This is an optimization exercise on Yosys and OpenROAD, whose aim is small area, a short achievable clock period and few clock cycles per item, not a production implementation. Where RTL was checked, it was by simulation tests only, not by an equivalence proof against the original. Power figures rest on the tool's default switching activity, not on a simulated workload.

==> try-raven: inputs <==
==> flow/design.v <==
module freq_counter (
    input  wire        clk,
    input  wire        rst,           
    input  wire        cmd_valid,
    output wire        cmd_ready,
    input  wire [7:0]  cmd_opc,
    input  wire [7:0]  cmd_sym,
    input  wire        in_valid,
    output wire        in_ready,
    input  wire [31:0] in_data,       
    input  wire [2:0]  in_nbytes,     
    input  wire        in_last,       
    input  wire        in_err,        
    output reg         done,
    output reg  [3:0]  err,
    output reg  [15:0] result,
    output reg         freq_valid
);
    localparam [7:0] OPC_NOP   = 8'h00;
    localparam [7:0] OPC_CLEAR = 8'h30;
    localparam [7:0] OPC_COUNT = 8'h31;
    localparam [7:0] OPC_READ  = 8'h32;
    localparam [7:0] OPC_TOTAL = 8'h33;
    localparam [3:0] ERR_NONE     = 4'd0;
    localparam [3:0] ERR_IO       = 4'd1;
    localparam [3:0] ERR_ILLEGAL  = 4'd4;
    localparam [3:0] ERR_OVERFLOW = 4'd7;
    localparam NR = 32;    
    localparam S  = 8;     
    localparam LW = 5;     
    localparam HW = 7;     
    localparam NX = 15;    
    reg  [2:0]  t;             
    reg  [3:0]  clr_cnt;       
    reg         streaming;     
    reg  [15:0] acc;           
    reg  [15:0] total;
    reg         in_ready_q;
    reg         cmd_ready_q;
    reg         slot_v;
    reg         slot_ill, slot_clear, slot_count, slot_read, slot_total;
    reg  [7:0]  slot_sym;
    reg  [15:0] lan [0:3];     
    reg  [15:0] lbn [0:3];     
    reg         bq_v;          
    reg  [2:0]  bq_n;
    reg         bq_last, bq_err;
    reg         settle;        
    assign cmd_ready = cmd_ready_q;
    assign in_ready  = in_ready_q;
    wire cmd_fire = cmd_valid && cmd_ready_q;
    wire in_fire  = in_valid && in_ready_q;
    wire        c_read  = (cmd_opc == OPC_READ);
    wire        c_zsym  = (cmd_sym == 8'd0);
    wire        c_clear = c_zsym && (cmd_opc == OPC_CLEAR);
    wire        c_count = c_zsym && (cmd_opc == OPC_COUNT);
    wire        c_total = c_zsym && (cmd_opc == OPC_TOTAL);
    wire        c_nop   = c_zsym && (cmd_opc == OPC_NOP);
    wire        c_ill   = !(c_read || c_clear || c_count || c_total || c_nop);
    wire        near     = &acc[15:3];
    wire [16:0] acc_sum  = {1'b0, acc} + {14'd0, bq_n};
    wire        bq_cnt   = bq_v && !bq_err;
    wire        bq_end   = bq_v && (bq_err || bq_last || acc_sum[16]);
    wire        fail     = bq_v && (bq_err || acc_sum[16]);
    wire [HW-1:0]   tap_hi   [0:NR-1];
    wire [LW-1:0]   tap_low  [0:NR-1];
    wire [NR-1:0]   tap_hp;
    wire            clearing = (clr_cnt != 4'd0);
    reg  [4:0]      scan_r;          
    genvar g, j, l, x;
    generate
        for (g = 0; g < NR; g = g + 1) begin : ring
            reg  [S*LW-1:0] low;      
            reg  [S-1:0]    pend;
            reg  [S*HW-1:0] hi;
            reg  [S-1:0]    hp;
            wire [LW:0]     sum   [0:S-1];
            for (j = 0; j < S; j = j + 1) begin : pos
                wire [3:0] hn;
                for (l = 0; l < 4; l = l + 1) begin : lane
                    assign hn[l] = lan[l][g/2] || lbn[l][(g%2)*8 + j];
                end
                wire [LW:0] v;
                if (j < S - 1) begin : mid
                    assign v = {pend[j], low[j*LW +: LW]};
                end else begin : head
                    assign v = {1'b0, low[j*LW +: LW]};
                end
                wire       san = hn[0] ^ hn[1] ^ hn[2];
                wire       can = (hn[0] & hn[1]) | (hn[0] & hn[2]) | (hn[1] & hn[2]);
                wire       v0n = ~v[0];
                wire       v1n = ~v[1];
                wire       s0n = v0n ^ hn[3] ^ san;
                wire       cbn = (v0n & hn[3]) | (v0n & san) | (hn[3] & san);
                wire       s1n = v1n ^ can ^ cbn;
                wire       ccn = (v1n & can) | (v1n & cbn) | (can & cbn);
                wire       cc  = ~ccn;
                assign sum[j][0] = ~s0n;
                assign sum[j][1] = ~s1n;
                wire       p23  = v[2] & v[3];
                wire       p234 = p23 & v[4];
                assign sum[j][2] = v[2] ^ cc;
                assign sum[j][3] = v[3] ^ (cc & v[2]);
                assign sum[j][4] = v[4] ^ (cc & p23);
                assign sum[j][5] = v[5] | (cc & p234);
            end
            wire [HW-1:0] hh = hi[(S-1)*HW +: HW];
            wire [HW:0]   hpfx;                  
            assign hpfx[0] = 1'b1;
            genvar q;
            for (q = 0; q < HW; q = q + 1) begin : hinc
                assign hpfx[q+1] = hpfx[q] & hh[q];
            end
            wire [HW-1:0] head_hi = hh ^ ({HW{pend[S-1]}} & hpfx[HW-1:0]);
            wire          head_hc = pend[S-1] & hpfx[HW];
            wire          scan_clr = took && (pb[7:3] == g);
            integer m;
            always @(posedge clk) begin
                for (m = 1; m < S; m = m + 1) begin
                    low[m*LW +: LW] <= sum[m-1][LW-1:0];
                    pend[m]         <= sum[m-1][LW];
                    hi[m*HW +: HW]  <= hi[(m-1)*HW +: HW];
                    hp[m]           <= hp[m-1];
                end
                if (scan_clr)
                    hp[2] <= 1'b0;
                if (clearing) begin
                    low[0 +: LW] <= {LW{1'b0}};
                    pend[0]      <= 1'b0;
                    hi[0 +: HW]  <= {HW{1'b0}};
                    hp[0]        <= 1'b0;
                end else begin
                    low[0 +: LW] <= sum[S-1][LW-1:0];
                    pend[0]      <= sum[S-1][LW];
                    hi[0 +: HW]  <= head_hi;
                    hp[0]        <= hp[S-1] || head_hc;
                end
            end
            assign tap_hi[g]   = hi[0 +: HW];
            assign tap_low[g]  = low[0 +: LW];
            assign tap_hp[g]   = hp[0];
        end
    endgenerate
    reg  [7:0] x_tag [0:NX-1];
    reg  [3:0] x_cnt [0:NX-1];       
    reg        pv;                    
    reg  [7:0] pb;                    
    reg  [3:0] ps;                    
    reg        took;                  
    wire       take   = tap_hp[scan_r] && !pv && !clearing;
    wire       x_mine = (x_cnt[NX-1] != 4'd0) && (x_tag[NX-1] == pb);
    wire       x_grab = (ps == NX) && (x_cnt[NX-1] == 4'd0);
    wire       x_upd  = pv && (x_mine || x_grab);
    integer xi;
    always @(posedge clk) begin
        if (rst) scan_r <= 5'd0;
        else if (t == 3'd7) scan_r <= scan_r + 5'd1;
        took <= !rst && take;
        if (rst || clearing) begin
            pv <= 1'b0;
        end else if (take) begin
            pv <= 1'b1;
            pb <= {scan_r, t};
            ps <= 4'd0;
        end else if (pv) begin
            if (x_upd) pv <= 1'b0;
            if (ps != NX) ps <= ps + 4'd1;
        end
        for (xi = 1; xi < NX; xi = xi + 1) begin
            x_tag[xi] <= x_tag[xi-1];
            x_cnt[xi] <= clearing ? 4'd0 : x_cnt[xi-1];
        end
        x_tag[0] <= (pv && x_grab) ? pb : x_tag[NX-1];
        x_cnt[0] <= clearing ? 4'd0 : x_cnt[NX-1] + {3'd0, x_upd};
    end
    wire        idle     = !streaming && !bq_v && !settle && !clearing;
    wire        exec     = slot_v && idle && (!slot_read || (slot_sym[2:0] == t));
    wire [NX-1:0] x_used;
    generate
        for (x = 0; x < NX; x = x + 1) begin : xu
            assign x_used[x] = (x_cnt[x] != 4'd0);
        end
    endgenerate
    wire        x_any    = pv || (x_used != {NX{1'b0}});
    wire        direct   = cmd_fire && idle &&
                           (c_total || (c_read && (cmd_sym[2:0] == t) && !x_any));
    wire        go       = exec || direct;
    wire [7:0]  cur_sym  = slot_v ? slot_sym : cmd_sym;
    wire [31:0] cur_ring = 32'd1 << cur_sym[7:3];
    wire        cur_count = slot_v && slot_count;
    wire [3:0] rx_part [0:NX];
    assign rx_part[0] = 4'd0;
    generate
        for (x = 0; x < NX; x = x + 1) begin : xr
            assign rx_part[x+1] = rx_part[x] |
                                  ((x_cnt[x] != 4'd0 && x_tag[x] == slot_sym) ? x_cnt[x] : 4'd0);
        end
    endgenerate
    wire [3:0] rd_ext  = rx_part[NX];
    wire       rd_wait = pv && (pb == slot_sym);    
    wire [HW+LW:0] rd_part [0:NR];
    assign rd_part[0] = {(HW+LW+1){1'b0}};
    generate
        for (g = 0; g < NR; g = g + 1) begin : rsel
            assign rd_part[g+1] = rd_part[g] |
                                  ({(HW+LW+1){cur_ring[g]}} & {tap_hp[g], tap_hi[g], tap_low[g]});
        end
    endgenerate
    wire [HW+LW:0] rd_ent = rd_part[NR];
    wire        rd_shp = tap_hp[slot_sym[7:3]];      
    wire [3:0]  rd_top = slot_v ? rd_ext + {3'd0, rd_shp | rd_wait}
                                : {3'd0, rd_ent[HW+LW]};
    wire [15:0] rd_val = {rd_top, rd_ent[HW+LW-1:0]};
    wire       streaming_n = !rst && (streaming ? !(in_fire && (in_last || in_err)) && !bq_end
                                                : (exec && slot_count));
    wire [3:0] clr_cnt_n   = rst ? S[3:0] :
                             ((exec && (slot_count || slot_clear)) || fail) ? S[3:0] :
                             clearing ? clr_cnt - 4'd1 : 4'd0;
    wire       slot_v_n    = !rst && ((cmd_fire && !direct) || (slot_v && !exec));
    always @(posedge clk) begin
        t           <= rst ? 3'd0 : t + 3'd1;
        clr_cnt     <= clr_cnt_n;
        streaming   <= streaming_n;
        slot_v      <= slot_v_n;
        cmd_ready_q <= !slot_v_n;
        in_ready_q  <= streaming_n && (clr_cnt_n <= 4'd1) && !(in_fire && near);
        if (cmd_fire) begin
            slot_ill   <= c_ill;
            slot_clear <= c_clear;
            slot_count <= c_count;
            slot_read  <= c_read;
            slot_total <= c_total;
            slot_sym   <= cmd_sym;
        end
    end
    integer k;
    always @(posedge clk) begin
        bq_v    <= !rst && in_fire;
        bq_n    <= in_nbytes;
        bq_last <= in_last;
        bq_err  <= in_err;
        settle  <= !rst && bq_v;
        for (k = 0; k < 4; k = k + 1) begin
            lan[k] <= (!rst && in_fire && !in_err && (in_nbytes > k)) ?
                      ~(16'd1 << in_data[8*k+4 +: 4]) : ~16'd0;
            lbn[k] <= ~(16'd1 << {in_data[8*k+3], t + 3'd1 - in_data[8*k +: 3]});
        end
    end
    always @(posedge clk) begin
        if (rst) begin
            acc        <= 16'd0;
            total      <= 16'd0;
            done       <= 1'b0;
            err        <= ERR_NONE;
            result     <= 16'd0;
            freq_valid <= 1'b0;
        end else begin
            done <= 1'b0;
            if (bq_cnt)
                acc <= acc_sum[15:0];
            if (bq_end) begin
                done <= 1'b1;
                err  <= bq_err ? ERR_IO : acc_sum[16] ? ERR_OVERFLOW : ERR_NONE;
                if (!fail) begin
                    result     <= acc_sum[15:0];
                    total      <= acc_sum[15:0];
                    freq_valid <= 1'b1;
                end else begin
                    result     <= 16'd0;
                    total      <= 16'd0;
                    freq_valid <= 1'b0;
                end
            end else begin
                if (slot_v) begin
                    err    <= slot_ill ? ERR_ILLEGAL : ERR_NONE;
                    result <= (slot_ill || !(slot_read || slot_total)) ? 16'd0 :
                              slot_read ? rd_val : total;
                end else begin
                    err    <= ERR_NONE;
                    result <= cmd_opc[0] ? total : rd_val;
                end
            end
            if (go)
                done <= !cur_count;
            if (exec && !slot_ill && (slot_clear || slot_count)) begin
                total      <= 16'd0;
                freq_valid <= 1'b0;
            end
            if (exec && !slot_ill && slot_count)
                acc <= 16'd0;
        end
    end
endmodule
==> flow/run.sh <==
#!/bin/bash
# synth_recipe.tcl (not shown) runs the flow's synth.tcl, then flattens the netlist and writes it again
# the make line also repeats each setting of config.mk as NAME=value (left out here)
make -C /OpenROAD-flow-scripts/flow DESIGN_CONFIG=/design/flow/config.mk WORK_HOME=/design/flow/orfs CLKGATE_MAP_FILE= SYNTH_SCRIPT=/design/flow/synth_recipe.tcl finish
==> flow/config.mk <==
export PLATFORM = sky130hd
export DESIGN_NAME = freq_counter
export DESIGN_NICKNAME = freq_counter
export VERILOG_FILES = /design/flow/design.v
export SDC_FILE = /design/flow/constraint.sdc
export NUM_CORES = 8
export LEC_CHECK = 0
export CAP_MARGIN = 20
export CORE_MARGIN = 2
export CORE_UTILIZATION = 55
export CTS_CLUSTER_DIAMETER = 100
export CTS_CLUSTER_SIZE = 25
export PLACE_DENSITY = 0.65
export SETUP_SLACK_MARGIN = 5.0
export SLEW_MARGIN = 20
==> flow/constraint.sdc <==
create_clock -name core_clock -period 8.0 [get_ports {clk}]
set_input_delay 1.6000 -clock core_clock [delete_from_list [all_inputs] [get_ports {clk}]]
set_output_delay 1.6000 -clock core_clock [all_outputs]
set_load 0.01 [all_outputs]
==> inputs of try-maple, as changes to try-raven <==
--- a/flow/design.v
+++ b/flow/design.v
@@ -42,2 +42,3 @@
     reg  [7:0]  slot_sym;
+    reg  [31:0] slot_ring;     
     reg  [15:0] lan [0:3];     
@@ -187,5 +188,8 @@
     wire        go       = exec || direct;
-    wire [7:0]  cur_sym  = slot_v ? slot_sym : cmd_sym;
-    wire [31:0] cur_ring = 32'd1 << cur_sym[7:3];
+    wire [31:0] cur_ring = slot_v ? slot_ring : (32'd1 << cmd_sym[7:3]);
+    wire        cur_ill   = slot_v && slot_ill;
+    wire        cur_clear = slot_v && slot_clear;
     wire        cur_count = slot_v && slot_count;
+    wire        cur_read  = slot_v ? slot_read  : c_read;
+    wire        cur_total = slot_v ? slot_total : c_total;
     wire [3:0] rx_part [0:NX];
@@ -209,3 +213,3 @@
     wire [HW+LW:0] rd_ent = rd_part[NR];
-    wire        rd_shp = tap_hp[slot_sym[7:3]];      
+    wire        rd_shp = |(slot_ring & tap_hp);      
     wire [3:0]  rd_top = slot_v ? rd_ext + {3'd0, rd_shp | rd_wait}
@@ -214,5 +218,5 @@
     wire       streaming_n = !rst && (streaming ? !(in_fire && (in_last || in_err)) && !bq_end
-                                                : (exec && slot_count));
+                                                : (go && cur_count));
     wire [3:0] clr_cnt_n   = rst ? S[3:0] :
-                             ((exec && (slot_count || slot_clear)) || fail) ? S[3:0] :
+                             ((go && (cur_count || cur_clear)) || fail) ? S[3:0] :
                              clearing ? clr_cnt - 4'd1 : 4'd0;
@@ -233,2 +237,3 @@
             slot_sym   <= cmd_sym;
+            slot_ring  <= 32'd1 << cmd_sym[7:3];
         end
@@ -272,14 +277,9 @@
                 end
-            end else begin
-                if (slot_v) begin
-                    err    <= slot_ill ? ERR_ILLEGAL : ERR_NONE;
-                    result <= (slot_ill || !(slot_read || slot_total)) ? 16'd0 :
-                              slot_read ? rd_val : total;
-                end else begin
-                    err    <= ERR_NONE;
-                    result <= cmd_opc[0] ? total : rd_val;
-                end
-            end
-            if (go)
-                done <= !cur_count;
+            end
+            if (go) begin
+                done   <= !cur_count;
+                err    <= cur_ill ? ERR_ILLEGAL : ERR_NONE;
+                result <= (cur_ill || !(cur_read || cur_total)) ? 16'd0 :
+                          cur_read ? rd_val : total;
+            end
             if (exec && !slot_ill && (slot_clear || slot_count)) begin
==> comparison table <==
quantity                                                                       try-raven                try-maple
Data arrival time at the worst-slack endpoint                                    3850 ps                  3940 ps
Post-Route Skew                                                                  83.9 ps                  44.4 ps
Syn_nets                                                                           10900                    10900
# nets final                                                                       10900                    10900
Avg Inst Size Synth                                                            13.0 um^2                13.1 um^2
Hold Crit Start                                                          ring[22].hi[45]           ring[4].hi[20]
Initial antenna violation count                                                       35                       29
Max stage delay on crit path                                                      450 ps                   430 ps
Post-route fraction of the period consumed by the critical path                    38.6%                    39.1%
Reg-to-reg critical path startpoint                                            lbn[0][9]               lbn[0][14]
Power Clock                                                                      10.3 mW                  10.4 mW
Status                                                           complete, no violations  complete, no violations
Clock buffer count from CTS                                                          178                      180
Critical path destination                                                      result[0]               in_ready_q
Critical Path RT                                                                 8760 ps                  8810 ps
Detailed Route Iter0 Violations                                                     6411                     6500
Combinational logic power                                                        1.46 mW                  1.21 mW
Non-Clock Buffer Count                                                               267                      234
Post-synth design cell area                                                   0.127 mm^2               0.127 mm^2
Endpoint of the worst-slack reg-to-reg timing path                      ring[25].low[13]          ring[9].pend[7]
Slew at the pin closest to its max-slew limit                                    1180 ps                  1260 ps
Testbench counts of try-maple, summed over its fixed seeds: cycles 28,816, bytes 62,843.
Only the layout flow was run in try-raven; the RTL was not checked for function there.

[afterwards: timing with drivers on the ports]
Ports are ideal in the flow. The routed layouts listed here were re-timed in OpenROAD.
Step 1 assumes that a clkbuf_16 drives the clock port and a buf_2 every other input.
Step 2 moves the port delays by t, midway between the first and last clock arrival at a register: inputs arrive t later, outputs are due t later. That takes back most of the time a late clock gives input paths.
Slacks: ideal ports / drivers / drivers and shift; pairs: ideal ports / drivers.
run	shift t [ns]	slack for setup (ns)	latest minus earliest clock arrival (ns)	worst data-port slew with drivers (ns)
try-raven	0.964	4.912 / 4.901 / 3.953	0.089 / 0.089	0.14
try-maple	0.975	4.873 / 4.867 / 3.955	0.055 / 0.055	0.07
After both steps setup and hold are still met in every run listed. For try-raven, which loses most, drivers alone change the setup slack by -0.011 ns; drivers and shift together by -0.959 ns.
